From an optimization exercise on the open Yosys and OpenROAD flow, aimed at small area; shortcuts taken in it are not production practice.
Where RTL was checked, it was by simulation tests only, not by an equivalence proof against the original.
The RTL of runs 3 to 5 was laid out without a check of its function.
Power is estimated from default activity; no workload was simulated.

==> design/flow/design.v <==
module swuart_bt (
    input  wire        clk,
    input  wire        rst,             
    input  wire        tick,            
    input  wire        rx_in,           
    input  wire        state_in,        
    input  wire        req_valid,
    input  wire [15:0] req_word,
    output wire        req_ready,       
    output wire [31:0] resp_data,
    output wire        resp_fault,
    output wire [1:0]  resp_code,
    output wire        tx_out,
    output reg         evt_connect,
    output reg         evt_disconnect
);
    localparam integer NMD_LIMIT       = 60;
    localparam integer TICKS_PER_MS    = 29;
    localparam integer TICKS_PER_EPOCH = 7200;
    localparam [3:0] OP_INIT        = 4'h1;
    localparam [3:0] OP_WAIT_READY  = 4'h2;
    localparam [3:0] OP_STATUS      = 4'h3;
    localparam [3:0] OP_WRITE       = 4'h4;
    localparam [3:0] OP_AVAILABLE   = 4'h5;
    localparam [3:0] OP_READ        = 4'h6;
    localparam [3:0] OP_CLOCK_RESET = 4'h7;
    localparam [3:0] OP_CLOCK_READ  = 4'h8;
    localparam [3:0] OP_CLOCK_PRESET= 4'h9;
    reg         enabled;
    reg         rx_act;           
    reg  [2:0]  rx_sub;
    reg  [8:0]  rx_sr;            
    reg         tx_busy;
    reg  [1:0]  tx_sub;
    reg  [9:0]  tx_sr;            
    reg         tx_line;
    reg  [7:0]  ring [0:31];
    reg  [4:0]  rb_hp;            
    reg  [5:0]  rb_cnt;
    reg         rb_pv;            
    reg  [7:0]  rb_pend;
    reg  [5:0]  nmd;
    reg  [31:0] ms_clock;
    reg  [4:0]  ms_sub;
    reg  [12:0] epoch_sub;
    reg  [3:0]  hist;
    reg         connected;
    reg  [2:0]  init_cd;
    wire [3:0] op   = req_word[15:12];
    wire [3:0] rsv  = req_word[11:8];
    wire [7:0] imm8 = req_word[7:0];
    wire illegal = (op == 4'h0) || (op > OP_CLOCK_PRESET) || (rsv != 4'h0) ||
                   (op != OP_WRITE && op != OP_CLOCK_PRESET && imm8 != 8'h00);
    wire f_already = !illegal && op == OP_INIT && enabled;
    wire f_noten   = !illegal && op != OP_INIT && op != OP_STATUS && !enabled;
    wire fault     = illegal || f_already || f_noten;
    wire rb_empty    = (rb_cnt == 6'd0);
    wire nmd_expired = (nmd == NMD_LIMIT);
    wire ready_flag  = (init_cd == 3'd0);
    wire hold = !fault &&
                ((op == OP_WAIT_READY && !ready_flag) ||
                 (op == OP_WRITE      && tx_busy)     ||
                 (op == OP_READ       && rb_empty && !nmd_expired));
    assign req_ready  = !hold;
    assign resp_fault = fault;
    assign resp_code  = {f_already | f_noten, illegal | f_already};
    wire [7:0] rd_byte = (rb_pv && rb_cnt == 6'd1) ? rb_pend : ring[rb_hp];
    reg [31:0] result;
    always @* begin
        case (op)
            OP_STATUS:     result = {25'd0, tx_line, nmd_expired, rx_act, tx_busy,
                                     connected, ready_flag, enabled};
            OP_AVAILABLE:  result = {26'd0, rb_cnt};
            OP_READ:       result = rb_empty ? 32'd0 : {23'd0, 1'b1, rd_byte};
            OP_CLOCK_READ: result = ms_clock;
            default:       result = 32'd0;
        endcase
    end
    assign resp_data = fault ? 32'd0 : result;
    wire do_req = req_valid && !hold && !fault;
    wire n_enabled = enabled | (do_req && op == OP_INIT);
    wire tk = tick && n_enabled;
    wire pop = do_req && op == OP_READ && !rb_empty;
    wire [5:0] cnt1 = rb_cnt - pop;
    wire       rx_done = tk && rx_act && rx_sr[0] && rx_sub == 3'd1;
    wire       full1 = cnt1[5];
    wire [5:0] n_cnt = cnt1 + (rx_done && !full1);
    wire [4:0] n_hp  = rb_hp + 5'd1 + pop + (rx_done && full1);
    wire [4:0] pend_pos = rb_hp + rb_cnt[4:0] - 5'd1;
    wire       wr   = rb_pv && pend_pos[3:0] == 4'hf;
    wire       wr0  = wr && pend_pos[4];
    wire       wr16 = wr && !pend_pos[4];
    integer i;
    always @(posedge clk) begin
        ring[0]  <= wr0  ? rb_pend : ring[31];
        ring[16] <= wr16 ? rb_pend : ring[15];
        for (i = 1; i < 32; i = i + 1)
            if (i != 16) ring[i] <= ring[i-1];
    end
    always @(posedge clk) begin
        rb_hp <= rst ? 5'd0 : n_hp;
        if (rx_done) rb_pend <= rx_sr[8:1];
    end
    wire ms_wrap    = (ms_sub == TICKS_PER_MS - 1);
    wire epoch_wrap = (epoch_sub == TICKS_PER_EPOCH - 1);
    wire [3:0] n_hist = {hist[2:0], state_in};
    wire new_c = (n_hist == 4'hf);
    always @(posedge clk) begin
        if (rst) begin
            enabled        <= 1'b0;
            rx_act         <= 1'b0;
            tx_busy        <= 1'b0;
            tx_line        <= 1'b1;
            rb_cnt         <= 6'd0;
            rb_pv          <= 1'b0;
            nmd            <= 6'd0;
            ms_clock       <= 32'd0;
            ms_sub         <= 5'd0;
            epoch_sub      <= 13'd0;
            hist           <= 4'd0;
            connected      <= 1'b0;
            init_cd        <= 3'd4;
            evt_connect    <= 1'b0;
            evt_disconnect <= 1'b0;
        end else begin
            enabled <= n_enabled;
            rb_cnt  <= n_cnt;
            if (rx_done) rb_pv <= 1'b1;
            else if (wr) rb_pv <= 1'b0;
            if (do_req && op == OP_WRITE) begin
                tx_sr   <= {1'b1, imm8, 1'b0};
                tx_sub  <= 2'd0;
                tx_busy <= 1'b1;
            end
            begin : msblk
                reg [31:0] base;
                base = ms_clock;
                if (do_req && op == OP_CLOCK_RESET)  base = 32'd0;
                if (do_req && op == OP_CLOCK_PRESET) base = {4{imm8}};
                ms_clock <= base + (tk && ms_wrap);
            end
            evt_connect    <= 1'b0;
            evt_disconnect <= 1'b0;
            if (tk) begin
                if (!rx_act) begin
                    if (!rx_in) begin
                        rx_sr  <= 9'h100;
                        rx_sub <= 3'd4;
                        rx_act <= 1'b1;
                    end else if (!nmd_expired) begin
                        nmd <= nmd + 6'd1;
                    end
                end else if (rx_sub == 3'd1) begin
                    rx_sub <= 3'd3;
                    if (!rx_sr[0]) begin
                        rx_sr <= {rx_in, rx_sr[8:1]};
                    end else begin
                        nmd    <= 6'd0;
                        rx_act <= 1'b0;
                    end
                end else begin
                    rx_sub <= rx_sub - 3'd1;
                end
                if (tx_busy || (do_req && op == OP_WRITE)) begin
                    if (do_req && op == OP_WRITE) begin
                        tx_line <= 1'b0;
                        tx_sr   <= {2'b01, imm8};
                        tx_sub  <= 2'd2;
                    end else if (tx_sub != 2'd0) begin
                        tx_sub <= tx_sub - 2'd1;
                    end else if (tx_sr == 10'd0) begin
                        tx_busy <= 1'b0;
                    end else begin
                        tx_line <= tx_sr[0];
                        tx_sr   <= {1'b0, tx_sr[9:1]};
                        tx_sub  <= 2'd2;
                    end
                end
                ms_sub <= ms_wrap ? 5'd0 : ms_sub + 5'd1;
                if (epoch_wrap) begin
                    epoch_sub <= 13'd0;
                    hist      <= n_hist;
                    if (init_cd != 3'd0) init_cd <= init_cd - 3'd1;
                    if (new_c != connected) begin
                        connected      <= new_c;
                        evt_connect    <= new_c;
                        evt_disconnect <= !new_c;
                    end
                end else begin
                    epoch_sub <= epoch_sub + 13'd1;
                end
            end
        end
    end
    assign tx_out = tx_line;
endmodule
==> design/flow/run.sh <==
#!/bin/bash
# synth_recipe.tcl (not shown) runs the flow's synth.tcl, then flattens the netlist and writes it again
# the make line also repeats each setting of config.mk as NAME=value (left out here)
make -C /OpenROAD-flow-scripts/flow DESIGN_CONFIG=/design/flow/config.mk WORK_HOME=/design/flow/orfs CLKGATE_MAP_FILE= SYNTH_SCRIPT=/design/flow/synth_recipe.tcl finish
==> design/flow/config.mk <==
export PLATFORM = sky130hd
export DESIGN_NAME = swuart_bt
export DESIGN_NICKNAME = swuart_bt
export VERILOG_FILES = /design/flow/design.v
export SDC_FILE = /design/flow/constraint.sdc
export NUM_CORES = 4
export LEC_CHECK = 0
export CAP_MARGIN = 20
export CORE_MARGIN = 2
export CORE_UTILIZATION = 60
export CTS_BUF_LIST = sky130_fd_sc_hd__clkbuf_4
export PLACE_DENSITY = 0.7
export SLEW_MARGIN = 20
==> design/flow/constraint.sdc <==
create_clock -name core_clock -period 10.0 [get_ports {clk}]
set_input_delay 2.0000 -clock core_clock [delete_from_list [all_inputs] [get_ports {clk}]]
set_output_delay 2.0000 -clock core_clock [all_outputs]
set_load 0.01 [all_outputs]
==> results of run 1 <==
## metrics by stage
step	area (um^2)	total power, uW	cells
after floorplan	14300	1600	1472
after global placement	15100	1640	1770
after detailed placement	15100	1640	1770
after CTS	16200	2850	1928
after global routing	16200	2940	1929
final	16200	2820	1929
## metal layers
| layer | part of all wire | global-route usage |
|---|---|---|
| met5 | 0 | 0 |
| met4 | 0.023 | 0.118 |
| met3 | 0.068 | 0.0575 |
| met2 | 0.47 | 0.473 |
| met1 | 0.43 | 0.363 |
## final cells by class
class,count,area [um^2]
Antenna cell,1,2.50
Clock buffer,128,961
Clock inverter,30,174
Fill cell,1947,7210
Inverter,37,139
Multi-Input combinational cell,966,6080
Sequential cell,369,7710
Tap cell,319,399
Timing Repair Buffer,79,738
## synth_stat cells, types with 4 or more instances
library cell,number
a211o_1,6
a21boi_0,4
a21o_1,13
a21oi_1,51
a222oi_1,7
a22oi_1,11
and2_1,20
and3_1,33
buf_1,17
clkbuf_1,77
dfxtp_1,337
edfxtp_1,32
ha_1,25
inv_1,37
mux2_2,26
mux2i_1,9
nand2_1,58
nand2b_1,9
nand3_1,271
nand4_1,87
nand4b_1,4
nor2_1,100
nor2b_1,13
nor3_1,29
nor3b_1,9
nor4_1,26
nor4_2,4
nor4b_1,4
o21ai_0,18
o22ai_1,5
or3_1,4
or4_1,6
xnor2_1,34
xor2_1,18
## state kept, by name, summed over array words and instances, names as in the netlist
name            flops
evt_connect         1
ms_clock           32
rx_sr               9
rb_hp               5
rb_pv               1
epoch_sub          13
nmd                 6
ring              256
enabled             1
tx_sr              10
tx_sub              2
init_cd             3
rx_sub              3
tx_line             1
evt_disconnect      1
rb_pend             8
rb_cnt              6
ms_sub              5
rx_act              1
tx_busy             1
connected           1
hist                3
## cells by family (layout without fill, tap and decap cells)
kind of cell,Yosys count,count (layout)
XOR/XNOR,52,52
multiplexers,37,37
other,0,1
AO/OA/AOI/OAI,153,153
buffers and inverters,137,274
flip-flops,369,369
adder cells (fa/ha/maj),27,27
AND/OR/NAND/NOR,697,697
## worst max-delay path, cell delays in order
cell and delay (ps):
clkdlybuf4s50_1 640, nor4b_1 700, a211oi_2 250, nor3_2 440
buf_4 320, o21ai_1 340, a21oi_1 260, clkdlybuf4s50_1 570
## worst paths after layout
path | from | endpoint | slack, ps | cells past startpoint
setup / recovery | req_word[13] | resp_data[4] | 2450 | 8
hold / removal | ring[14][6]$_DFF_P_ | ring[15][6]$_DFF_P_ | 300 | 0
setup reg to reg | rb_cnt[2]$_SDFF_PP0_ | ms_clock[6]$_SDFF_PP0_ | 5490 | 14
hold reg to reg | ring[14][6]$_DFF_P_ | ring[15][6]$_DFF_P_ | 300 | 0
## power by group through the flow
stage / combinational (uW) / clock, uW / sequential [uW]
after floorplan: 69.9 / 0 / 1530
after global placement: 108 / 0 / 1530
after detailed placement: 108 / 0 / 1530
after CTS: 109 / 1240 / 1500
after global routing: 120 / 1320 / 1500
final: 110 / 1220 / 1500
==> reports/metrics.csv, run 1 <==
stage,metric,value,unit
timing,skew final,77.8,ps
timing,hold slack,303,ps
placed_design,hpwl dp,22.2,mm
pwr,cell leakage power,0.00615,uW
timing,setup tns final,0,ps
synthesis,synthesized flop and latch total,369,
synthesis,net count after synthesis,1521,
setup_path,Worst Path Arrival,5550,ps
synthesis,Synth Area in Compound Gates,0.0729,
timing,period utilization,0.755,
synthesis,asr flop ratio synth,0,
timing,unrepaired setup endpoints after global routing,no,
pwr,Sw Pwr,674,uW
routing,DR vias/cell,6.02,
die,Die Wd,158,um
run,max_cap viols,0,
grt,largest net degree at the start of global routing,70,
final_layout,most frequent cells in the layout,"dfxtp_1, nand3_1, clkbuf_4",
synthesis,Cell variety after synth,75,
synthesis,Synth Cell Area,0.0143,mm^2
clock_tree,post_cts resized,0,
setup_path,CP Launch Type,primary input,
pwr,sw frac,0.239,
clock_tree,clk slew on worst S/H paths,70,ps
grt,vias in the first global route,11400,
clock_tree,CTS max path bufs,3,
synthesis,Synth Area in Simple Gates,0.264,
timing,FMAX,0.132,GHz
timing,Worst slew margin,0.287,
timing,Max Slew Vio Count,0,
timing,# setup viols final,0,
setup_path,Worst Path Required,8000,ps
die,Ports,61,
placed_design,pre-CTS setup slack,2520,ps
clock_tree,clock root cell,clkbuf_4,
routing,"antenna viol nets, final",0,
setup_path,Worst setup EP type,output pin,
routing,Vias,11600,
die,die area,0.0250,mm^2
routing,drt wl/cell,18.2,um
final_layout,Layout area overhead,13.6,%
synthesis,share of the synthesized area in the top cell type,0.473,
grt,GRT overflow,0,
routing,drt first pass iters,5,
clock_tree,setup bufs post-CTS,0,
timing,Final WS setup,2450,ps
die,row cnt,56,
timing,final hold violations,0,
timing,Worst-Margin Slew,1070,ps
final_layout,"commonest non-fill, non-tap cell in the layout",dfxtp_1,
clock_tree,Max H-tree Level,3,
clock_tree,number of clock sinks,369,
synthesis,largest cells by area after synthesis,"dfxtp_1, nand3_1, edfxtp_1, nand4_1, nor2_1",
grt,first-pass GRT wire length,56.6,mm
pwr,combinational share of power,0.039,
timing,fin crit period,7550,ps
synthesis,largest family of logic cells by synthesized area,simple AND/OR/NAND/NOR gates,
die,Initial Utilization,0.609,
final_layout,Nets,1593,
routing,initial drt markers,1009,
hold_path,Hold Crit Class,reg -> reg,
setup_path,CP Class,in -> out,
synthesis,Ys Warns,2,
synthesis,Mapped Cells,1472,
clock_tree,latest clock arrival within the worst-skew pair,750,ps
setup_path,CP max FO,26,
grt,antenna violations before repair,1,
routing,final wirelength,35.2,mm
final_layout,share of cells above drive strength 1,0.131,
clock_tree,total CTS buffers,91,
pwr,P_int,2150,uW
synthesis,"Seq/Total Area, Yosys",0.540,
synthesis,Post-synth EDFFs,32,
placed_design,IO buf count,60,
synthesis,"Top FF cell, synth",dfxtp_1,
die,area of the core,0.0234,mm^2
status,outcome,"complete, no violations",
die,Die Y,158,um
synthesis,mux cell area share after synthesis,0.0284,
final_layout,final design utilization,0.692,
pwr,Power Density,174,mW/mm^2
synthesis,Post-Syn Area per Cell,9.69,um^2
placed_design,Final Wtd Congestion,0.902,
clock_tree,hold buffer count at cts,0,
clock_tree,TritonCTS clock tree,built,
synthesis,adder-cell share of the synthesized area,0.0247,
synthesis,post-synthesis xor/xnor area fraction,0.0319,
synthesis,cell taking the most area after synthesis,dfxtp_1,
grt,total track usage,0.285,
routing,# DRC,0,
pwr,Clk network pwr share,0.430,
pwr,Seq pwr share,0.531,
pwr,maximum vdd ir drop,96.0,uV
==> run 2: changes to the inputs <==
--- a/design/flow/config.mk
+++ b/design/flow/config.mk
@@ -8,6 +8,5 @@
 export CAP_MARGIN = 20
 export CORE_MARGIN = 2
-export CORE_UTILIZATION = 60
-export CTS_BUF_LIST = sky130_fd_sc_hd__clkbuf_4
-export PLACE_DENSITY = 0.7
+export CORE_UTILIZATION = 40
+export PLACE_DENSITY = 0.6
 export SLEW_MARGIN = 20
==> run 2 against run 1 <==
Still clean on timing, DRC and antenna; clock skew is 62 ps lower; final area is 2.8% higher; setup slack better by 120 ps; critical endpoint unchanged; maximum frequency is 1.6% higher; wire length is 5.4% higher; via count is 3.6% lower; power is 12% higher; highest routed layer unchanged; clock power is 26% higher; sequential cell count stayed put; die area is 49% higher; non-clock buffer count is 2 higher.
==> reports/metrics.csv, run 2 <==
stage,metric,value,unit
routing,"antenna viol nets, final",0,
final_layout,share of cells above drive strength 1,0.0944,
routing,drt first pass iters,7,
final_layout,Antenna Cells,0,
final_layout,Regs by FF count,"ring (256), ms_clock (32), epoch_sub (13)",
placed_design,IO buf count,60,
grt,first-pass GRT wire length,59.5,mm
timing,fin crit period,7430,ps
setup_path,Worst setup EP type,output pin,
synthesis,"Top FF cell, synth",dfxtp_1,
clock_tree,clk slew on worst S/H paths,60,ps
synthesis,largest cells by area after synthesis,"dfxtp_1, nand3_1, edfxtp_1, nand4_1, nor2_1",
setup_path,Buffers & Inverters on Critical Path,2,
routing,drt wl/cell,18.7,um
hold_path,Hold Crit Class,reg -> reg,
hold_path,WHS Path Cells,0,
synthesis,"Seq/Total Area, Yosys",0.540,
setup_path,CP Class,in -> out,
clock_tree,latest clock arrival within the worst-skew pair,540,ps
die,Die Wd,193,um
timing,# setup viols final,0,
final_layout,final design utilization,0.472,
run,max_cap viols,0,
timing,Worst-Margin Slew,1120,ps
timing,Final WS setup,2570,ps
synthesis,Post-Syn Area per Cell,9.69,um^2
setup_path,FF-to-FF setup slack,5460,ps
grt,vias in the first global route,10900,
placed_design,Post-Place Cell Area,0.0152,mm^2
setup_path,cells along the critical path,"clkdlybuf4s50_1, nor4b_1, a211oi_2, nor3_2, o21ai_1, a21oi_1, clkdlybuf4s50_1",
routing,Vias,11200,
grt,largest net degree at the start of global routing,69,
clock_tree,Max H-tree Level,2,
timing,skew final,15.4,ps
synthesis,Post-synth EDFFs,32,
final_layout,most frequent cells in the layout,"dfxtp_1, nand3_1, nor2_1",
clock_tree,TritonCTS clock tree,built,
die,Die Y,193,um
final_layout,register area,0.00771,mm^2
timing,FMAX,0.135,GHz
clock_tree,post_cts resized,0,
final_layout,# fillers,3256,
die,die area,0.0372,mm^2
timing,Max Slew Vio Count,0,
clock_tree,setup bufs post-CTS,0,
grt,total track usage,0.202,
synthesis,asr flop ratio synth,0,
synthesis,Synth Cell Area,0.0143,mm^2
synthesis,Ys Warns,2,
placed_design,hpwl dp,23.6,mm
grt,GRT overflow,0,
routing,DR vias/cell,5.63,
final_layout,multi-input logic area,0.00607,mm^2
timing,Worst slew margin,0.253,
synthesis,Cell variety after synth,75,
pwr,cell leakage power,0.00617,uW
grt,antenna violations before repair,0,
synthesis,share of the synthesized area in the top cell type,0.473,
setup_path,slowest cell delay on critical path,750,ps
die,Initial Utilization,0.404,
routing,initial drt markers,1049,
clock_tree,CTS max path bufs,3,
timing,hold slack,339,ps
final_layout,"Most flops, register",ring,
setup_path,Worst Reg-to-Reg Cells,14,
timing,setup tns final,0,ps
die,area of the core,0.0353,mm^2
final_layout,Nets,1544,
setup_path,CP Launch Type,primary input,
routing,final wirelength,37.1,mm
setup_path,Top Family by Delay on Critical Path,buffers and inverters,
placed_design,pre-CTS setup slack,2640,ps
timing,final hold violations,0,
synthesis,Mapped Cells,1472,
final_layout,"commonest non-fill, non-tap cell in the layout",dfxtp_1,
setup_path,Worst Path Required,8000,ps
synthesis,most instantiated library cell after synthesis,dfxtp_1,
synthesis,net count after synthesis,1521,
setup_path,number of cells on the critical path,7,
final_layout,Layout area overhead,16.8,%
die,row cnt,69,
timing,unrepaired setup endpoints after global routing,no,
routing,# DRC,0,
clock_tree,hold buffer count at cts,0,
setup_path,CP most frequent cell,clkdlybuf4s50_1,
setup_path,Worst Path Arrival,5430,ps
clock_tree,clock root cell,clkbuf_16,
final_layout,max FFs per register,256,
synthesis,synthesized flop and latch total,369,
clock_tree,number of clock sinks,369,
timing,period utilization,0.743,
final_layout,cell area after layout,0.0167,mm^2
placed_design,Final Wtd Congestion,0.871,
setup_path,CP max FO,14,
pwr,maximum vdd ir drop,119,uV
setup_path,Critical Path Slowest Stage Cell,nor4b_1,
status,outcome,"complete, no violations",
die,Ports,61,
synthesis,synth cell count leaders,"dfxtp_1, nand3_1, nor2_1",
synthesis,cell taking the most area after synthesis,dfxtp_1,
clock_tree,total CTS buffers,40,
pwr,Power Density,189,mW/mm^2
run 2: cell types whose count changed in the layout (fill, tap and decap cells not counted), sizes merged:
cell / change
buf: +2
bufinv: +4
clkbuf: -79
clkinv: -11
clkinvlp: +4
diode: -1
inv: -3
run 2: final cells by class:
cell class | count | share of cell area
multi-input combinational | 966 | 0.365
tap | 461 | 0.0346
timing repair buffer | 81 | 0.0452
inverter | 37 | 0.00834
clock inverter | 24 | 0.0180
clock buffer | 49 | 0.0664
sequential | 369 | 0.463
run 2: metal layers:
layer | GRT usage | up-vias | wire (um)
li1 | - | 5383 | -
met1 | 0.280 | 5376 | 16900
met2 | 0.317 | 366 | 16900
met3 | 0.0382 | 60 | 2450
met4 | 0.0619 | 0 | 806
met5 | 0 | - | 0
run 2: report_power, final:
| group | switching (uW) | internal [uW] |
|---|---|---|
| logic | 78.5 | 34.3 |
| clock network | 618 | 926 |
| registers | 5.08 | 1490 |
run 2: kinds of logic after synthesis:
group                    after synthesis  share of synthesized area
XOR/XNOR                              52                     0.0319
buffers and inverters                137                     0.0376
adder cells (fa/ha/maj)               27                     0.0247
AND/OR/NAND/NOR                      697                      0.264
AO/OA/AOI/OAI                        153                     0.0729
multiplexers                          37                     0.0284
flip-flops                           369                      0.540
run 2: worst register-to-register path, stage by stage (launching register included):
cell     delay, ps
dfxtp_1        360
or3_1          420
or4_1          450
o31a_1         370
a41o_1         270
nand2_1        620
nor2_1         130
ha_1           290
ha_1           240
nand3_1         90
nor2_1          60
nor2_1         640
a21oi_1         80
a211o_1        240
and3_1         170
run 2: final timing paths:
path,from,endpoint
max,req_word[13],resp_data[4]
min,ring[0][7]$_DFF_P_,ring[1][7]$_DFF_P_
max reg2reg,rb_cnt[2]$_SDFF_PP0_,ms_clock[6]$_SDFF_PP0_
min reg2reg,ring[0][7]$_DFF_P_,ring[1][7]$_DFF_P_
run 2: stage by stage:
stage | total power (uW) | instances
2_1_floorplan | 1600 | 1472
5_1_grt | 3260 | 1987
3_5_place_dp | 1640 | 1914
3_3_place_gp | 1640 | 1914
4_1_cts | 3190 | 1987
6_report | 3150 | 1987
==> run 3: changes to the inputs <==
--- a/design/flow/design.v
+++ b/design/flow/design.v
@@ -33,5 +33,5 @@
     reg         tx_busy;
     reg  [1:0]  tx_sub;
-    reg  [9:0]  tx_sr;            
+    reg  [8:0]  tx_sr;            
     reg         tx_line;
     reg  [7:0]  ring [0:31];
@@ -56,5 +56,5 @@
     wire fault     = illegal || f_already || f_noten;
     wire rb_empty    = (rb_cnt == 6'd0);
-    wire nmd_expired = (nmd == NMD_LIMIT);
+    wire nmd_expired = nmd[0] == 1'b0 && nmd[1] == 1'b0 && nmd[2] == 1'b0 && nmd[4] && nmd[5];
     wire ready_flag  = (init_cd == 3'd0);
     wire hold = !fault &&
@@ -65,5 +65,13 @@
     assign resp_fault = fault;
     assign resp_code  = {f_already | f_noten, illegal | f_already};
-    wire [7:0] rd_byte = (rb_pv && rb_cnt == 6'd1) ? rb_pend : ring[rb_hp];
+    wire [31:0] rsel = 32'd1 << rb_hp;
+    reg  [7:0] rd_ring;
+    integer j;
+    always @* begin
+        rd_ring = 8'd0;
+        for (j = 0; j < 32; j = j + 1)
+            rd_ring = rd_ring | (ring[j] & {8{rsel[j]}});
+    end
+    wire [7:0] rd_byte = (rb_pv && rb_cnt == 6'd1) ? rb_pend : rd_ring;
     reg [31:0] result;
     always @* begin
@@ -102,6 +110,9 @@
         if (rx_done) rb_pend <= rx_sr[8:1];
     end
-    wire ms_wrap    = (ms_sub == TICKS_PER_MS - 1);
-    wire epoch_wrap = (epoch_sub == TICKS_PER_EPOCH - 1);
+    wire ms_wrap    = ms_sub[0] == 1'b0 && ms_sub[1] == 1'b0 && ms_sub[3] && ms_sub[4];
+    wire epoch_wrap = epoch_sub[12:2] == 11'b11110110100 && epoch_sub[0] == 1'b0;
+    wire [4:0]  ms_next    = {ms_sub[3:0], ~(ms_sub[4] ^ ms_sub[1])};
+    wire [12:0] epoch_next = {epoch_sub[11:0], ~(epoch_sub[12] ^ epoch_sub[0])};
+    wire [5:0]  nmd_next   = {nmd[4:0], ~(nmd[5] ^ nmd[0])};
     wire [3:0] n_hist = {hist[2:0], state_in};
     wire new_c = (n_hist == 4'hf);
@@ -129,6 +140,6 @@
             else if (wr) rb_pv <= 1'b0;
             if (do_req && op == OP_WRITE) begin
-                tx_sr   <= {1'b1, imm8, 1'b0};
-                tx_sub  <= 2'd0;
+                tx_sr   <= {1'b1, imm8};
+                tx_sub  <= 2'd3;       
                 tx_busy <= 1'b1;
             end
@@ -136,6 +147,6 @@
                 reg [31:0] base;
                 base = ms_clock;
-                if (do_req && op == OP_CLOCK_RESET)  base = 32'd0;
-                if (do_req && op == OP_CLOCK_PRESET) base = {4{imm8}};
+                if (do_req && (op == OP_CLOCK_RESET || op == OP_CLOCK_PRESET))
+                    base = {4{imm8}};
                 ms_clock <= base + (tk && ms_wrap);
             end
@@ -149,5 +160,5 @@
                         rx_act <= 1'b1;
                     end else if (!nmd_expired) begin
-                        nmd <= nmd + 6'd1;
+                        nmd <= nmd_next;
                     end
                 end else if (rx_sub == 3'd1) begin
@@ -163,19 +174,18 @@
                 end
                 if (tx_busy || (do_req && op == OP_WRITE)) begin
-                    if (do_req && op == OP_WRITE) begin
+                    if ((do_req && op == OP_WRITE) || tx_sub == 2'd3) begin
                         tx_line <= 1'b0;
-                        tx_sr   <= {2'b01, imm8};
                         tx_sub  <= 2'd2;
                     end else if (tx_sub != 2'd0) begin
                         tx_sub <= tx_sub - 2'd1;
-                    end else if (tx_sr == 10'd0) begin
+                    end else if (tx_sr == 9'd0) begin
                         tx_busy <= 1'b0;
                     end else begin
                         tx_line <= tx_sr[0];
-                        tx_sr   <= {1'b0, tx_sr[9:1]};
+                        tx_sr   <= {1'b0, tx_sr[8:1]};
                         tx_sub  <= 2'd2;
                     end
                 end
-                ms_sub <= ms_wrap ? 5'd0 : ms_sub + 5'd1;
+                ms_sub <= ms_wrap ? 5'd0 : ms_next;
                 if (epoch_wrap) begin
                     epoch_sub <= 13'd0;
@@ -188,5 +198,5 @@
                     end
                 end else begin
-                    epoch_sub <= epoch_sub + 13'd1;
+                    epoch_sub <= epoch_next;
                 end
             end
--- a/design/flow/config.mk
+++ b/design/flow/config.mk
@@ -8,5 +8,8 @@
 export CAP_MARGIN = 20
 export CORE_MARGIN = 2
-export CORE_UTILIZATION = 40
-export PLACE_DENSITY = 0.6
+export CORE_UTILIZATION = 60
+export CTS_BUF_LIST = sky130_fd_sc_hd__clkbuf_8
+export CTS_CLUSTER_DIAMETER = 60
+export CTS_CLUSTER_SIZE = 16
+export PLACE_DENSITY = 0.7
 export SLEW_MARGIN = 20
==> run 3 against run 2 <==
Critical path depth grew 1; wire length shrank 1.2%; still clean; hold slack lost 11 ps; largest power group is now sequential cells; setup slack gained 190 ps; cell count shrank 19%.
==> reports/metrics.csv, run 3 <==
stage,metric,value,unit
status,outcome,"complete, no violations",
setup_path,cells along the critical path,"clkdlybuf4s50_1, nor2b_1, nand3b_1, nor2b_1, o21ai_0, a21o_1, a21oi_1, clkdlybuf4s50_1",
clock_tree,post_cts resized,0,
timing,Worst slew margin,0.205,
placed_design,hpwl dp,25.4,mm
final_layout,Nets,1372,
timing,setup tns final,0,ps
routing,initial drt markers,987,
synthesis,net count after synthesis,1321,
routing,# DRC,0,
final_layout,Regs by FF count,"ring (256), ms_clock (32), epoch_sub (13)",
die,Die Y,153,um
final_layout,Layout area overhead,9.98,%
setup_path,CP Launch Type,primary input,
die,die area,0.0235,mm^2
setup_path,Worst Path Arrival,5240,ps
pwr,combinational share of power,0.028,
synthesis,Mapped Cells,1277,
synthesis,Ys Warns,2,
routing,DR vias/cell,6.21,
pwr,Seq pwr share,0.636,
synthesis,"Top FF cell, synth",dfxtp_1,
timing,# setup viols final,0,
clock_tree,hold buffer count at cts,0,
synthesis,asr flop ratio synth,0,
clock_tree,TritonCTS clock tree,built,
die,area of the core,0.0218,mm^2
timing,FMAX,0.138,GHz
routing,drt wl/cell,22.7,um
run,max_cap viols,0,
synthesis,most instantiated library cell after synthesis,dfxtp_1,
synthesis,share of the synthesized area in the top cell type,0.506,
clock_tree,latest clock arrival within the worst-skew pair,630,ps
die,Initial Utilization,0.612,
setup_path,Worst Path Required,8000,ps
timing,Max Slew Vio Count,0,
synthesis,Cell variety after synth,69,
final_layout,share of cells above drive strength 1,0.0688,
routing,"antenna viol nets, final",0,
routing,Vias,10100,
synthesis,Post-Syn Area per Cell,10.5,um^2
setup_path,Worst setup EP type,output pin,
pwr,Sw Pwr,525,uW
pwr,P_int,1820,uW
final_layout,Antenna Cells,0,
grt,total track usage,0.307,
synthesis,synth cell count leaders,"dfxtp_1, nor2_1, a22oi_1",
pwr,Clk network pwr share,0.336,
synthesis,largest cells by area after synthesis,"dfxtp_1, edfxtp_1, a22oi_1, nor2_1, a21oi_1",
placed_design,Final Wtd Congestion,0.913,
clock_tree,setup bufs post-CTS,0,
timing,period utilization,0.724,
placed_design,Post-Place Cell Area,0.0142,mm^2
synthesis,Synth Cell Area,0.0133,mm^2
pwr,sw frac,0.223,
setup_path,Critical Path Slowest Stage Cell,clkdlybuf4s50_1,
routing,final wirelength,36.7,mm
grt,largest net degree at the start of global routing,78,
final_layout,"commonest non-fill, non-tap cell in the layout",dfxtp_1,
timing,skew final,37.8,ps
die,Ports,61,
synthesis,largest family of logic cells by synthesized area,simple AND/OR/NAND/NOR gates,
synthesis,"Seq/Total Area, Yosys",0.575,
pwr,maximum vdd ir drop,139,uV
timing,final hold violations,0,
clock_tree,CTS max path bufs,3,
grt,first-pass GRT wire length,56.2,mm
synthesis,cell taking the most area after synthesis,dfxtp_1,
hold_path,Hold Crit Class,reg -> reg,
synthesis,post-synthesis xor/xnor area fraction,0.0289,
die,row cnt,54,
synthesis,adder-cell share of the synthesized area,0.0218,
synthesis,Synth Area in Compound Gates,0.145,
clock_tree,clk slew on worst S/H paths,90,ps
setup_path,CP max FO,13,
grt,GRT overflow,0,
timing,Worst-Margin Slew,1190,ps
clock_tree,number of clock sinks,368,
clock_tree,Max H-tree Level,1,
setup_path,FF-to-FF setup slack,5230,ps
die,Die Wd,153,um
synthesis,mux cell area share after synthesis,0.0349,
final_layout,max FFs per register,256,
pwr,cell leakage power,0.00538,uW
timing,fin crit period,7240,ps
pwr,"Power, Total",2350,uW
final_layout,most frequent cells in the layout,"dfxtp_1, nor2_1, a22oi_1",
synthesis,Synth Area in Simple Gates,0.167,
final_layout,"Most flops, register",ring,
synthesis,Post-synth EDFFs,31,
grt,antenna violations before repair,1,
synthesis,synthesized flop and latch total,368,
setup_path,CP Class,in -> out,
placed_design,IO buf count,60,
clock_tree,total CTS buffers,28,
final_layout,cell area after layout,0.0147,mm^2
clock_tree,clock root cell,clkbuf_8,
routing,drt first pass iters,5,
pwr,Power Density,160,mW/mm^2
timing,unrepaired setup endpoints after global routing,no,
grt,vias in the first global route,9794,
setup_path,slowest cell delay on critical path,710,ps
## run 3: worst paths after layout
path,startpoint,end,cells after the start
worst min register to register,ring[8][6]$_DFF_P_,ring[9][6]$_DFF_P_,0
worst max register to register,enabled$_SDFF_PP0_,ms_clock[28]$_SDFF_PP0_,14
worst min-delay path,ring[8][6]$_DFF_P_,ring[9][6]$_DFF_P_,0
worst max-delay path,req_word[14],resp_data[7],8
## run 3: cell type report
| class | instances | area [um^2] |
|---|---|---|
| Clock buffer | 28 | 385 |
| Clock inverter | 12 | 125 |
| Fill cell | 1758 | 7150 |
| Inverter | 35 | 131 |
| Multi-Input combinational cell | 822 | 5310 |
| Sequential cell | 368 | 7680 |
| Tap cell | 280 | 350 |
| Timing Repair Buffer | 73 | 697 |
## run 3: stage by stage
stage | utilization | worst slack (ps) | hold slack (ps) | std cells
finish | 0.673 | 2760 | 328 | 1618
global route | 0.673 | 2620 | 351 | 1618
CTS | 0.672 | 2800 | 347 | 1617
detailed placement | 0.649 | 2520 | 335 | 1577
global placement | 0.648 | 2700 | 332 | 1576
floorplan | - | 3930 | 323 | 1277
## run 3: worst max-delay path, delay by kind of cell
kind	cells	cell delay, ps
buf+inv	2	1310
simple gates	3	1110
compound gates	3	820
## run 3: power by group through the flow
| stage | clock, uW | combinational, uW | sequential, uW |
|---|---|---|---|
| final | 789 | 66.6 | 1490 |
| after global routing | 849 | 71.8 | 1490 |
| after CTS | 803 | 65.3 | 1490 |
| after detailed placement | 0 | 65.1 | 1530 |
| after global placement | 0 | 63.4 | 1530 |
| after floorplan | 0 | 42.8 | 1520 |
## run 3: cells by family (layout without fill, tap and decap cells)
logic type               after synthesis  in the layout
buffers and inverters                 87            148
flip-flops                           368            368
AO/OA/AOI/OAI                        280            280
adder cells (fa/ha/maj)               22             22
XOR/XNOR                              44             44
multiplexers                          44             44
AND/OR/NAND/NOR                      432            432
## run 3: layer usage
layer	vias to the layer above	global-route usage	routed length, um
li1	4695	-	-
met1	4802	0.413	15200
met2	465	0.500	17100
met3	88	0.0553	3040
met4	0	0.112	1320
met5	-	0	0
==> run 4: changes to the inputs <==
--- a/design/flow/config.mk
+++ b/design/flow/config.mk
@@ -9,7 +9,7 @@
 export CORE_MARGIN = 2
 export CORE_UTILIZATION = 60
-export CTS_BUF_LIST = sky130_fd_sc_hd__clkbuf_8
-export CTS_CLUSTER_DIAMETER = 60
-export CTS_CLUSTER_SIZE = 16
+export CTS_BUF_LIST = sky130_fd_sc_hd__clkbuf_16
+export CTS_CLUSTER_DIAMETER = 80
+export CTS_CLUSTER_SIZE = 24
 export PLACE_DENSITY = 0.7
 export SLEW_MARGIN = 20
==> run 4 against run 3 <==
Clock power grew 2%; power grew 0.62%; combinational power grew 0.6%; wire length shrank 0.25%; clock skew shrank 21 ps; via count grew 0.16%; sequential power is essentially flat; synthesized cell count is the same; critical path depth shrank 1; area after synthesis is the same.
==> reports/metrics.csv, run 4 <==
stage,metric,value,unit
run,max_cap viols,0,
setup_path,FF-to-FF setup slack,5220,ps
timing,unrepaired setup endpoints after global routing,no,
setup_path,Reg-to-Reg Start,enabled$_SDFF_PP0_,
die,Die Wd,153,um
timing,Max Slew Vio Count,0,
synthesis,"Top FF cell, synth",dfxtp_1,
final_layout,share of cells above drive strength 1,0.0581,
routing,met3 wire length,3.25,mm
routing,WL met2,17.2,mm
routing,Vias,10100,
final_layout,multi-input logic area,0.00531,mm^2
hold_path,WHS Path Cells,0,
synthesis,Post-synth EDFFs,31,
final_layout,"Most flops, register",ring,
pwr,Sw Pwr,505,uW
synthesis,"Seq/Total Area, Yosys",0.575,
clock_tree,TritonCTS clock tree,built,
setup_path,worst r2r dst,ms_clock[28]$_SDFF_PP0_,
grt,vias in the first global route,9732,
final_layout,max FFs per register,256,
timing,Worst slew margin,0.175,
routing,"antenna viol nets, final",0,
pwr,P_int,1860,uW
hold_path,Hold Crit Class,reg -> reg,
timing,period utilization,0.724,
clock_tree,clk slew on worst S/H paths,100,ps
timing,Final WS setup,2760,ps
pwr,Clk network pwr share,0.340,
die,Initial Utilization,0.612,
grt,total track usage,0.305,
synthesis,Ys Warns,2,
timing,FMAX,0.138,GHz
routing,M1 wire length,14.9,mm
synthesis,Cell variety after synth,69,
clock_tree,latest clock arrival within the worst-skew pair,520,ps
placed_design,hpwl dp,25.4,mm
setup_path,Worst Reg-to-Reg Cells,14,
setup_path,Worst setup EP type,output pin,
setup_path,CP Class,in -> out,
hold_path,Hold Crit Start,ring[1][6]$_DFF_P_,
synthesis,cell taking the most area after synthesis,dfxtp_1,
timing,final hold violations,0,
synthesis,Post-Syn Area per Cell,10.5,um^2
final_layout,register area,0.00768,mm^2
synthesis,most instantiated library cell after synthesis,dfxtp_1,
synthesis,largest cells by area after synthesis,"dfxtp_1, edfxtp_1, a22oi_1, nor2_1, a21oi_1",
synthesis,Synth Cell Area,0.0133,mm^2
hold_path,hold worst-path end,ring[2][6]$_DFF_P_,
placed_design,pre-CTS setup slack,2520,ps
clock_tree,post_cts resized,0,
setup_path,Worst Path Arrival,5240,ps
setup_path,Worst Path Required,8000,ps
placed_design,Final Wtd Congestion,0.913,
die,die area,0.0235,mm^2
setup_path,CP max FO,23,
routing,drt wl/cell,22.8,um
die,Die Y,153,um
final_layout,Nets,1363,
final_layout,Regs by FF count,"ring (256), ms_clock (32), epoch_sub (13)",
synthesis,Mapped Cells,1277,
grt,GRT overflow,0,
clock_tree,setup bufs post-CTS,0,
setup_path,cells along the critical path,"clkdlybuf4s50_1, and4bb_2, a211oi_1, nor2_1, and3_1, and2_1, clkdlybuf4s50_1",
pwr,maximum vdd ir drop,127,uV
clock_tree,number of clock sinks,368,
grt,antenna violations before repair,0,
timing,hold slack,350,ps
synthesis,net count after synthesis,1321,
die,area of the core,0.0218,mm^2
timing,skew final,17.0,ps
synthesis,asr flop ratio synth,0,
final_layout,Antenna Cells,0,
routing,# DRC,0,
pwr,Power Density,161,mW/mm^2
routing,Highest Signal Layer,met4,
synthesis,share of the synthesized area in the top cell type,0.506,
setup_path,slowest cell delay on critical path,870,ps
timing,# setup viols final,0,
clock_tree,Max H-tree Level,1,
pwr,sw frac,0.214,
routing,final wirelength,36.6,mm
setup_path,CP most frequent cell,clkdlybuf4s50_1,
pwr,combinational share of power,0.028,
final_layout,Layout area overhead,10.0,%
routing,DR vias/cell,6.27,
die,row cnt,54,
timing,Worst-Margin Slew,1230,ps
routing,initial drt markers,1016,
routing,drt first pass iters,8,
final_layout,"commonest non-fill, non-tap cell in the layout",dfxtp_1,
final_layout,# fillers,1744,
pwr,Seq pwr share,0.632,
timing,setup tns final,0,ps
setup_path,CP Launch Type,primary input,
clock_tree,CTS max path bufs,3,
synthesis,synthesized flop and latch total,368,
synthesis,synth cell count leaders,"dfxtp_1, nor2_1, a22oi_1",
clock_tree,clock root cell,clkbuf_16,
timing,fin crit period,7240,ps
setup_path,Critical Path Slowest Stage Cell,clkdlybuf4s50_1,
final_layout,most frequent cells in the layout,"dfxtp_1, nor2_1, a22oi_1",
clock_tree,hold buffer count at cts,0,
grt,first-pass GRT wire length,56.0,mm
status,outcome,"complete, no violations",
grt,largest net degree at the start of global routing,78,
clock_tree,total CTS buffers,19,
die,Ports,61,
pwr,cell leakage power,0.00539,uW
placed_design,IO buf count,60,
-- run 4: per-stage QoR --
stage	util	instances	area [um^2]	total power (uW)
finish	0.673	1605	14700	2360
CTS	0.672	1604	14700	2370
detailed placement	0.649	1577	14200	1590
global route	0.673	1605	14700	2430
global placement	0.648	1576	14100	1590
floorplan	-	1277	13300	1570
-- run 4: final cells by class --
| type | instances | area share |
|---|---|---|
| flip-flops and latches | 368 | 0.523 |
| multi-input cells | 822 | 0.362 |
| repair buffers | 73 | 0.0477 |
| clock buffers | 19 | 0.0324 |
| well taps | 280 | 0.0239 |
| inverters | 35 | 0.00895 |
| clock inverters | 8 | 0.00273 |
-- run 4: how the worst max path moves through the flow --
stage / start / to / slack (ps) / cells after the start
after floorplan: req_word[0] / ms_clock[28]$_SDFF_PP0_ / 3930 / 16
after global placement: req_word[13] / ms_clock[28]$_SDFF_PP0_ / 2700 / 16
after detailed placement: req_word[13] / ms_clock[28]$_SDFF_PP0_ / 2520 / 16
after CTS: req_word[13] / resp_data[30] / 2800 / 7
after global routing: req_word[13] / resp_data[19] / 2620 / 7
final: req_word[13] / resp_data[30] / 2760 / 7
-- run 4: per-layer routing --
layer / vias to the layer above / GRT usage
li1: 4688 / -
met1: 4796 / 0.408
met2: 491 / 0.503
met3: 91 / 0.0570
met4: 0 / 0.102
met5: - / 0
-- run 4: power groups by stage --
stage	clock [uW]	combinational, uW	sequential [uW]
after CTS	816	65.4	1490
after floorplan	0	42.8	1520
final	803	67.0	1490
after detailed placement	0	65.1	1530
after global placement	0	63.4	1530
after global routing	861	72.2	1490
-- run 4: logic make-up (layout without fill, tap and decap cells) --
logic type / count (synthesis) / in the layout / synth area share
AO/OA/AOI/OAI: 280 / 280 / 0.145
XOR/XNOR: 44 / 44 / 0.0289
adder cells (fa/ha/maj): 22 / 22 / 0.0218
buffers and inverters: 87 / 135 / 0.0277
flip-flops: 368 / 368 / 0.575
multiplexers: 44 / 44 / 0.0349
AND/OR/NAND/NOR: 432 / 432 / 0.167
-- run 4: worst max-delay path, delay by kind of cell --
kind                   cells  cell delay [ps]
buffers and inverters      2             1350
and+or+nand+nor            4             1290
AOI/OAI and AO/OA          1              590
==> run 5: changes to the inputs <==
==> design/flow/flow/run.sh (new file) <==
#!/bin/bash
# Standard ORFS layout (the standard.sh: standard synthesis, floorplan,
# power grid, tap cells, placement, CTS, routing), with two knobs changed:
#  - the port buffers are sky130_fd_sc_hd__buf_1 (one per port, as usual);
#  - CTS uses larger clusters and no dummy loads.
# Full make output goes to flow_make.log in the work folder.
set -euo pipefail
cd "$(dirname "$0")/.."
bash standard.sh \
  "BUFFER_PORTS_ARGS=-buffer_cell sky130_fd_sc_hd__buf_1" \
  "CTS_ARGS=-sink_clustering_enable -repair_clock_nets -dont_use_dummy_load -buf_list sky130_fd_sc_hd__clkbuf_16 -sink_clustering_size 24 -sink_clustering_max_diameter 80" \
  finish > flow_make.log 2>&1
==> design/flow/standard.sh (new file) <==
#!/bin/bash
# synth_recipe.tcl (not shown) runs the flow's synth.tcl, then flattens the netlist and writes it again
# the make line also repeats each setting of config.mk as NAME=value (left out here)
make -C /OpenROAD-flow-scripts/flow DESIGN_CONFIG=/design/flow/config.mk WORK_HOME=/design/flow/orfs CLKGATE_MAP_FILE= SYNTH_SCRIPT=/design/flow/synth_recipe.tcl "${@:-finish}"
--- a/design/flow/config.mk
+++ b/design/flow/config.mk
@@ -9,7 +9,4 @@
 export CORE_MARGIN = 2
 export CORE_UTILIZATION = 60
-export CTS_BUF_LIST = sky130_fd_sc_hd__clkbuf_16
-export CTS_CLUSTER_DIAMETER = 80
-export CTS_CLUSTER_SIZE = 24
 export PLACE_DENSITY = 0.7
 export SLEW_MARGIN = 20
removed: design/flow/run.sh
==> run 5 against run 4 <==
Area after synthesis is the same; first-iteration DRC count shrank 5.7%; clock skew grew 14 ps.
==> reports/metrics.csv, run 5 <==
stage,metric,value,unit
setup_path,CP Launch Type,primary input,
synthesis,asr flop ratio synth,0,
final_layout,Nets,1368,
placed_design,hpwl dp,25.4,mm
clock_tree,Max H-tree Level,1,
clock_tree,post_cts resized,0,
placed_design,IO buf count,60,
timing,Worst slew margin,0.209,
timing,skew final,31.1,ps
timing,setup tns final,0,ps
clock_tree,clk slew on worst S/H paths,90,ps
clock_tree,total CTS buffers,19,
final_layout,Layout area overhead,7.24,%
final_layout,max FFs per register,256,
pwr,cell leakage power,0.00523,uW
clock_tree,hold buffer count at cts,0,
setup_path,Worst Path Required,8000,ps
setup_path,Setup crit start,req_word[13],
final_layout,share of cells above drive strength 1,0.0620,
routing,"antenna viol nets, final",0,
final_layout,most frequent cells in the layout,"dfxtp_1, nor2_1, a22oi_1",
synthesis,net count after synthesis,1321,
die,Ports,61,
timing,period utilization,0.661,
synthesis,"Top FF cell, synth",dfxtp_1,
die,die area,0.0235,mm^2
synthesis,share of the synthesized area in the top cell type,0.506,
routing,drt first pass iters,8,
setup_path,Worst Path Arrival,4610,ps
timing,FMAX,0.151,GHz
grt,first-pass GRT wire length,54.7,mm
die,area of the core,0.0218,mm^2
setup_path,end point of the critical path,resp_data[12],
synthesis,Cell variety after synth,69,
timing,fin crit period,6610,ps
routing,drt wl/cell,22.5,um
pwr,maximum vdd ir drop,132,uV
timing,# setup viols final,0,
clock_tree,CTS max path bufs,3,
timing,unrepaired setup endpoints after global routing,no,
final_layout,"commonest non-fill, non-tap cell in the layout",dfxtp_1,
grt,total track usage,0.300,
final_layout,Antenna Cells,0,
clock_tree,number of clock sinks,368,
synthesis,largest cells by area after synthesis,"dfxtp_1, edfxtp_1, a22oi_1, nor2_1, a21oi_1",
pwr,Sw Pwr,492,uW
setup_path,CP Class,in -> out,
timing,Max Slew Vio Count,0,
synthesis,Post-Syn Area per Cell,10.5,um^2
pwr,combinational share of power,0.026,
setup_path,CP max FO,23,
routing,final wirelength,36.1,mm
setup_path,FF-to-FF setup slack,5410,ps
clock_tree,setup bufs post-CTS,0,
synthesis,"Seq/Total Area, Yosys",0.575,
die,Initial Utilization,0.612,
pwr,Clk network pwr share,0.335,
timing,final hold violations,0,
grt,GRT overflow,0,
status,outcome,"complete, no violations",
hold_path,Hold Crit Class,reg -> reg,
grt,vias in the first global route,9435,
final_layout,cell area after layout,0.0143,mm^2
routing,initial drt markers,958,
synthesis,cell taking the most area after synthesis,dfxtp_1,
synthesis,synthesized flop and latch total,368,
synthesis,Synth Cell Area,0.0133,mm^2
run,max_cap viols,0,
final_layout,"Most flops, register",ring,
setup_path,worst r2r dst,ms_clock[28]$_SDFF_PP0_,
placed_design,Post-Place Cell Area,0.0138,mm^2
setup_path,Worst Reg-to-Reg Cells,14,
hold_path,WHS Path Cells,0,
die,Die Y,153,um
synthesis,synth cell count leaders,"dfxtp_1, nor2_1, a22oi_1",
routing,Vias,10100,
routing,# DRC,0,
die,Die Wd,153,um
routing,DR vias/cell,6.27,
setup_path,Worst setup EP type,output pin,
clock_tree,TritonCTS clock tree,built,
grt,largest net degree at the start of global routing,78,
pwr,Power Density,163,mW/mm^2
pwr,P_int,1850,uW
grt,antenna violations before repair,0,
synthesis,Ys Warns,2,
synthesis,most instantiated library cell after synthesis,dfxtp_1,
timing,Worst-Margin Slew,1180,ps
synthesis,Mapped Cells,1277,
pwr,Seq pwr share,0.639,
clock_tree,clock root cell,clkbuf_16,
clock_tree,latest clock arrival within the worst-skew pair,520,ps
synthesis,Post-synth EDFFs,31,
die,row cnt,54,
setup_path,Reg-to-Reg Start,enabled$_SDFF_PP0_,
placed_design,Final Wtd Congestion,0.916,
final_layout,Regs by FF count,"ring (256), ms_clock (32), epoch_sub (13)",
pwr,sw frac,0.211,
run 5: cell families after synthesis:
| logic type | count (synthesis) | share of synthesized area |
|---|---|---|
| and+or+nand+nor | 432 | 0.167 |
| DFF | 368 | 0.575 |
| AOI/OAI and AO/OA | 280 | 0.145 |
| buffers and inverters | 87 | 0.0277 |
| xor gates and xnor gates | 44 | 0.0289 |
| muxes | 44 | 0.0349 |
| adders and majority gates | 22 | 0.0218 |
run 5: how the worst min path moves through the flow:
stage,startpoint,endpoint,slack [ps]
final,ring[21][6]$_DFF_P_,ring[22][6]$_DFF_P_,340
after global routing,ring[7][6]$_DFF_P_,ring[8][6]$_DFF_P_,350
after CTS,ring[7][6]$_DFF_P_,ring[8][6]$_DFF_P_,340
after detailed placement,ring[0][6]$_DFF_P_,ring[1][6]$_DFF_P_,330
after global placement,ring[0][6]$_DFF_P_,ring[1][6]$_DFF_P_,330
after floorplan,ring[12][6]$_DFF_P_,ring[13][6]$_DFF_P_,320
run 5: stage by stage:
step,std cells,hold slack [ps],utilization,setup slack [ps],total power (uW)
4_1_cts,1602,336,0.656,3430,2350
3_5_place_dp,1583,332,0.634,3120,1590
2_1_floorplan,1277,323,-,3930,1570
3_3_place_gp,1583,331,0.634,3310,1590
5_1_grt,1602,346,0.656,3130,2400
6_report,1602,339,0.656,3390,2340
run 5: metal layers:
metal | vias to the layer above | wire length (um) | track usage
met1 | 4804 | 14700 | 0.400
met2 | 481 | 16600 | 0.487
li1 | 4674 | - | -
met4 | 0 | 1550 | 0.119
met5 | - | 0 | 0
met3 | 91 | 3220 | 0.0539
run 5: area by class of cell:
| type | instances | area [um^2] |
|---|---|---|
| Tap cell | 280 | 350 |
| Timing Repair Buffer | 78 | 362 |
| Sequential cell | 368 | 7680 |
| Multi-Input combinational cell | 822 | 5320 |
| Fill cell | 1817 | 7510 |
| Inverter | 35 | 131 |
| Clock buffer | 19 | 475 |
run 5: power groups by stage:
| stage | sequential, uW | clock [uW] | combinational [uW] |
|---|---|---|---|
| after detailed placement | 1530 | 0 | 60.1 |
| after CTS | 1490 | 793 | 60.2 |
| after global placement | 1530 | 0 | 59.1 |
| final | 1490 | 783 | 61.3 |
| after global routing | 1490 | 844 | 66.4 |
| after floorplan | 1520 | 0 | 42.8 |
run 5: critical path: stages:
cell and delay (ps):
buf_1 580, and4bb_2 330, a211oi_1 590, nor2_1 260, and3_1 450, and2_1 270, buf_1 120
==> run 6: changes to the inputs <==
--- a/design/flow/design.v
+++ b/design/flow/design.v
@@ -12,6 +12,6 @@
     output wire [1:0]  resp_code,
     output wire        tx_out,
-    output reg         evt_connect,
-    output reg         evt_disconnect
+    output wire        evt_connect,
+    output wire        evt_disconnect
 );
     localparam integer NMD_LIMIT       = 60;
@@ -44,7 +44,11 @@
     reg  [4:0]  ms_sub;
     reg  [12:0] epoch_sub;
-    reg  [3:0]  hist;
-    reg         connected;
+    reg  [4:0]  hist;             
+    reg         epoch_evt;        
     reg  [2:0]  init_cd;
+    wire connected = &hist[3:0];
+    wire was_connected = &hist[4:1];
+    assign evt_connect    = epoch_evt && connected && !hist[4];
+    assign evt_disconnect = epoch_evt && was_connected && !hist[0];
     wire [3:0] op   = req_word[15:12];
     wire [3:0] rsv  = req_word[11:8];
@@ -115,6 +119,8 @@
     wire [12:0] epoch_next = {epoch_sub[11:0], ~(epoch_sub[12] ^ epoch_sub[0])};
     wire [5:0]  nmd_next   = {nmd[4:0], ~(nmd[5] ^ nmd[0])};
-    wire [3:0] n_hist = {hist[2:0], state_in};
-    wire new_c = (n_hist == 4'hf);
+    wire        ms_load = rst || (do_req && (op == OP_CLOCK_RESET || op == OP_CLOCK_PRESET));
+    wire [7:0]  ms_imm  = rst ? 8'd0 : imm8;
+    always @(posedge clk)
+        ms_clock <= (ms_load ? {4{ms_imm}} : ms_clock) + (!rst && tk && ms_wrap);
     always @(posedge clk) begin
         if (rst) begin
@@ -126,12 +132,9 @@
             rb_pv          <= 1'b0;
             nmd            <= 6'd0;
-            ms_clock       <= 32'd0;
             ms_sub         <= 5'd0;
             epoch_sub      <= 13'd0;
-            hist           <= 4'd0;
-            connected      <= 1'b0;
+            hist           <= 5'd0;
             init_cd        <= 3'd4;
-            evt_connect    <= 1'b0;
-            evt_disconnect <= 1'b0;
+            epoch_evt      <= 1'b0;
         end else begin
             enabled <= n_enabled;
@@ -144,13 +147,5 @@
                 tx_busy <= 1'b1;
             end
-            begin : msblk
-                reg [31:0] base;
-                base = ms_clock;
-                if (do_req && (op == OP_CLOCK_RESET || op == OP_CLOCK_PRESET))
-                    base = {4{imm8}};
-                ms_clock <= base + (tk && ms_wrap);
-            end
-            evt_connect    <= 1'b0;
-            evt_disconnect <= 1'b0;
+            epoch_evt <= tk && epoch_wrap;
             if (tk) begin
                 if (!rx_act) begin
@@ -190,11 +185,6 @@
                 if (epoch_wrap) begin
                     epoch_sub <= 13'd0;
-                    hist      <= n_hist;
+                    hist      <= {hist[3:0], state_in};
                     if (init_cd != 3'd0) init_cd <= init_cd - 3'd1;
-                    if (new_c != connected) begin
-                        connected      <= new_c;
-                        evt_connect    <= new_c;
-                        evt_disconnect <= !new_c;
-                    end
                 end else begin
                     epoch_sub <= epoch_next;
==> design/flow/flow/run.sh (replaced) <==
#!/bin/bash
# Own layout flow: the standard ORFS flow (standard.sh) with these changes:
#  - synthesis is the standard synthesis script (synth_recipe.tcl, unchanged),
#    except that the ABC call that maps the combinational logic uses the
#    area-oriented script flow/area.abc with a 10 ns delay target instead of
#    ORFS's speed script (registers are mapped before ABC and are unchanged);
#  - the port buffers are sky130_fd_sc_hd__buf_1 (still one per port);
#  - CTS uses clkbuf_8 with larger sink clusters and no dummy loads.
# Each step's full output is in orfs/logs/...; make's own output in flow_make.log.
set -euo pipefail
W=$(pwd)
cat > "$W/flow_synth.tcl" <<EOT
proc abc {args} {
  set i [lsearch \$args -script]
  if {\$i >= 0} { set args [lreplace \$args \$i [expr {\$i+1}] -script $W/flow/area.abc] }
  set j [lsearch \$args -D]
  if {\$j >= 0} { set args [lreplace \$args \$j [expr {\$j+1}] -D 10000] }
  puts "flow_synth.tcl: abc \$args"
  yosys abc {*}\$args
}
source $W/synth_recipe.tcl
EOT
sed "s#SYNTH_SCRIPT=[^ ]*#SYNTH_SCRIPT=$W/flow_synth.tcl#" standard.sh > flow_standard.sh
grep -q "SYNTH_SCRIPT=$W/flow_synth.tcl" flow_standard.sh
bash flow_standard.sh \
  "BUFFER_PORTS_ARGS=-buffer_cell sky130_fd_sc_hd__buf_1" \
  "CTS_ARGS=-sink_clustering_enable -repair_clock_nets -dont_use_dummy_load -buf_list sky130_fd_sc_hd__clkbuf_8 -sink_clustering_size 16 -sink_clustering_max_diameter 60" \
  finish > flow_make.log 2>&1
==> design/flow/flow/area.abc (new file) <==
strash
&get -n
&fraig -x
&put
scorr
dc2
dretime
strash
&get -n
&dch -f
&nf -R 1000
&put
--- a/design/flow/config.mk
+++ b/design/flow/config.mk
@@ -9,4 +9,5 @@
 export CORE_MARGIN = 2
 export CORE_UTILIZATION = 60
+export GPL_TIMING_DRIVEN = 0
 export PLACE_DENSITY = 0.7
 export SLEW_MARGIN = 20
==> run 6 against run 5 <==
Synthesized cell count down 14%; critical path type is now in -> reg; still clean; final area down 4.7%; sequential cell count unchanged; first-iteration DRC count up 22%; power down 4.6%; critical path depth up 16; highest routed layer is now met5; clock skew up 16 ps; non-clock buffer count up 17.
==> reports/metrics.csv, run 6 <==
stage,metric,value,unit
status,outcome,"complete, no violations",
clock_tree,latest clock arrival within the worst-skew pair,610,ps
final_layout,Regs by FF count,"ring (256), ms_clock (32), epoch_sub (13)",
clock_tree,total CTS buffers,27,
final_layout,multi-input logic area,0.00463,mm^2
setup_path,CP Launch Type,primary input,
placed_design,IO buf count,60,
timing,Worst slew margin,0.192,
die,Die Wd,147,um
pwr,Power Density,164,mW/mm^2
timing,Max Slew Vio Count,0,
timing,final hold violations,0,
grt,total track usage,0.299,
setup_path,CP max FO,25,
final_layout,register area,0.00768,mm^2
grt,GRT overflow,0,
setup_path,Worst Path Arrival,8560,ps
setup_path,CP most frequent cell,nor3_1,
synthesis,Post-synth EDFFs,31,
timing,Worst-Margin Slew,1210,ps
timing,FMAX,0.124,GHz
hold_path,Hold Crit Class,reg -> reg,
clock_tree,TritonCTS clock tree,built,
synthesis,share of the synthesized area in the top cell type,0.550,
timing,fin crit period,8100,ps
timing,skew final,46.7,ps
clock_tree,hold buffer count at cts,0,
setup_path,cells along the critical path,"buf_1, nand2b_1, nor3_1, a211o_1, nand4_1, a21o_1, nor2_2, and3_1, a21oi_1, nand2b_1, nor3_1, ha_1, ha_1, nand2_1, nor2_1, nand2_1, or4_1, nor3_1, and3_1, nand3_1, nor4_1, nand3b_1, xor2_1",
timing,setup tns final,0,ps
routing,drt first pass iters,6,
die,Initial Utilization,0.608,
clock_tree,Max H-tree Level,1,
grt,vias in the first global route,8997,
final_layout,share of cells above drive strength 1,0.0776,
placed_design,Final Wtd Congestion,0.914,
grt,first-pass GRT wire length,49.9,mm
clock_tree,setup bufs post-CTS,0,
synthesis,Post-Syn Area per Cell,11.1,um^2
final_layout,Nets,1271,
die,area of the core,0.0202,mm^2
grt,antenna violations before repair,2,
synthesis,largest cells by area after synthesis,"dfxtp_1, edfxtp_1, a222oi_1, nand2_1, nor2_1",
timing,# setup viols final,0,
pwr,cell leakage power,0.00503,uW
final_layout,max FFs per register,256,
routing,# DRC,0,
placed_design,hpwl dp,22.7,mm
clock_tree,clk slew on worst S/H paths,100,ps
synthesis,net count after synthesis,1147,
clock_tree,post_cts resized,0,
synthesis,Synth Cell Area,0.0123,mm^2
setup_path,CP Class,in -> reg,
final_layout,"Most flops, register",ring,
setup_path,Worst setup EP type,flop,
final_layout,Antenna Cells,0,
final_layout,final design utilization,0.676,
die,Ports,61,
setup_path,Critical Path Slowest Stage Cell,nor2_2,
routing,initial drt markers,1170,
clock_tree,CTS max path bufs,3,
final_layout,"commonest non-fill, non-tap cell in the layout",dfxtp_1,
die,row cnt,52,
grt,largest net degree at the start of global routing,39,
final_layout,# fillers,1628,
final_layout,most frequent cells in the layout,"dfxtp_1, nand2_1, nor2_1",
synthesis,Ys Warns,2,
routing,DR vias/cell,6.27,
synthesis,"Top FF cell, synth",dfxtp_1,
synthesis,Cell variety after synth,48,
run,max_cap viols,0,
routing,drt wl/cell,21.7,um
routing,"antenna viol nets, final",0,
setup_path,Worst Path Required,10470,ps
die,Die Y,147,um
synthesis,asr flop ratio synth,0,
clock_tree,number of clock sinks,368,
synthesis,Mapped Cells,1103,
synthesis,cell taking the most area after synthesis,dfxtp_1,
synthesis,"Seq/Total Area, Yosys",0.626,
synthesis,synthesized flop and latch total,368,
timing,period utilization,0.810,
timing,unrepaired setup endpoints after global routing,no,
die,die area,0.0216,mm^2
synthesis,synth cell count leaders,"dfxtp_1, nand2_1, nor2_1",
synthesis,most instantiated library cell after synthesis,dfxtp_1,
setup_path,Buffers & Inverters on Critical Path,1,
final_layout,Layout area overhead,11.2,%
setup_path,slowest cell delay on critical path,680,ps
routing,Vias,9368,
pwr,maximum vdd ir drop,121,uV
setup_path,Top Family by Delay on Critical Path,simple AND/OR/NAND/NOR gates,
routing,final wirelength,32.5,mm
clock_tree,clock root cell,clkbuf_8,
==> run 6: cell types whose count changed in the layout (fill, tap and decap cells not counted), moves of 19 or more <==
cell / before / now
a222oi_1: 3 / 53
clkinv_1: 0 / 31
clkbuf_16: 19 / 0
inv_1: 35 / 0
a22oi_1: 105 / 35
clkbuf_8: 0 / 27
mux2_2: 20 / 0
and3_1: 9 / 36
nor2_1: 106 / 84
mux2i_1: 24 / 4
and2_1: 44 / 0
==> run 6: area by class of cell <==
cell class	count	area share
Clock buffer	27	0.0272
Inverter	31	0.00853
Multi-Input combinational cell	704	0.340
Sequential cell	368	0.563
Tap cell	270	0.0248
Timing Repair Buffer	95	0.0368
==> run 6: routing by layer <==
layer,global-route usage,vias up,share of wire
met2,0.483,420,0.46
met3,0.0522,109,0.083
met4,0.132,2,0.045
met5,0,-,0.00040
li1,-,4369,-
met1,0.398,4468,0.41
==> run 6: where the power goes <==
group          total (uW)  internal, uW  switching [uW]
sequential           1490          1490            5.95
combinational        56.2          18.0            38.1
clock                 682           241             441
total                2230          1750             485
==> run 6: worst paths after layout <==
| path | end | from | cells after the start | slack [ps] |
|---|---|---|---|---|
| setup / recovery | ms_clock[30]$_DFF_P_ | req_word[15] | 23 | 1900 |
| hold / removal | ring[1][5]$_DFF_P_ | ring[0][5]$_DFF_P_ | 0 | 320 |
| setup reg to reg | ms_clock[30]$_DFF_P_ | enabled$_SDFF_PP0_ | 18 | 3860 |
| hold reg to reg | ring[1][5]$_DFF_P_ | ring[0][5]$_DFF_P_ | 0 | 320 |
==> run 6: per-stage QoR <==
step           std cells  total power, uW  worst slack, ps  area [um^2]  hold WS (ps)
4_1_cts             1494             2240             2000        13600           309
6_report            1495             2230             1900        13600           316
2_1_floorplan       1103             1550             2590        12300           327
3_3_place_gp        1433             1580              495        12800           331
3_5_place_dp        1467             1580             1410        13200           336
5_1_grt             1495             2290             1170        13600           329
==> run 6: logic make-up (layout without fill, tap and decap cells) <==
| group | count (synthesis) | in the layout | synth area share |
|---|---|---|---|
| multiplexers | 20 | 20 | 0.0180 |
| AND/OR/NAND/NOR | 385 | 385 | 0.155 |
| flip-flops | 368 | 368 | 0.626 |
| XOR/XNOR | 38 | 38 | 0.0271 |
| adder cells (fa/ha/maj) | 22 | 22 | 0.0237 |
| AO/OA/AOI/OAI | 239 | 239 | 0.141 |
| buffers and inverters | 31 | 153 | 0.00949 |
==> run 6: worst register-to-register path: cells and delay by family (launching register included) <==
family	cells	cell delay, ps
and+or+nand+nor	13	4750
DFF	1	440
adders and majority gates	2	440
AOI/OAI and AO/OA	2	240
xor gates and xnor gates	1	170

-- port drivers added, routing unchanged --
Ports are ideal in the flow. The routed layouts listed here were re-timed in OpenROAD.
Step 1 assumes that a clkbuf_16 drives the clock port and a buf_2 every other input.
Step 2 moves the port delays by t, midway between the first and last clock arrival at a register: inputs arrive t later, outputs are due t later. That takes back most of the time a late clock gives input paths.
a / b / c = no drivers / after step 1 / after step 2; a / b = the first two.
run	t, ns	setup WS [ns]	hold slack, ns
run 1	0.760	2.451 / 2.429 / 2.429	0.303 / 0.303 / 0.303
run 2	0.587	2.572 / 2.551 / 2.551	0.339 / 0.339 / 0.339
run 3	0.651	2.762 / 2.740 / 2.412	0.328 / 0.328 / 0.328
run 4	0.561	2.758 / 2.735 / 2.410	0.350 / 0.350 / 0.350
run 5	0.547	3.392 / 3.368 / 3.069	0.339 / 0.339 / 0.339
run 6	0.627	1.903 / 1.929 / 1.301	0.316 / 0.316 / 0.316
After both steps setup and hold are still met in every run listed. The setup slack of run 6, which loses most, moves by +0.026 ns with the drivers and by -0.602 ns with both steps.
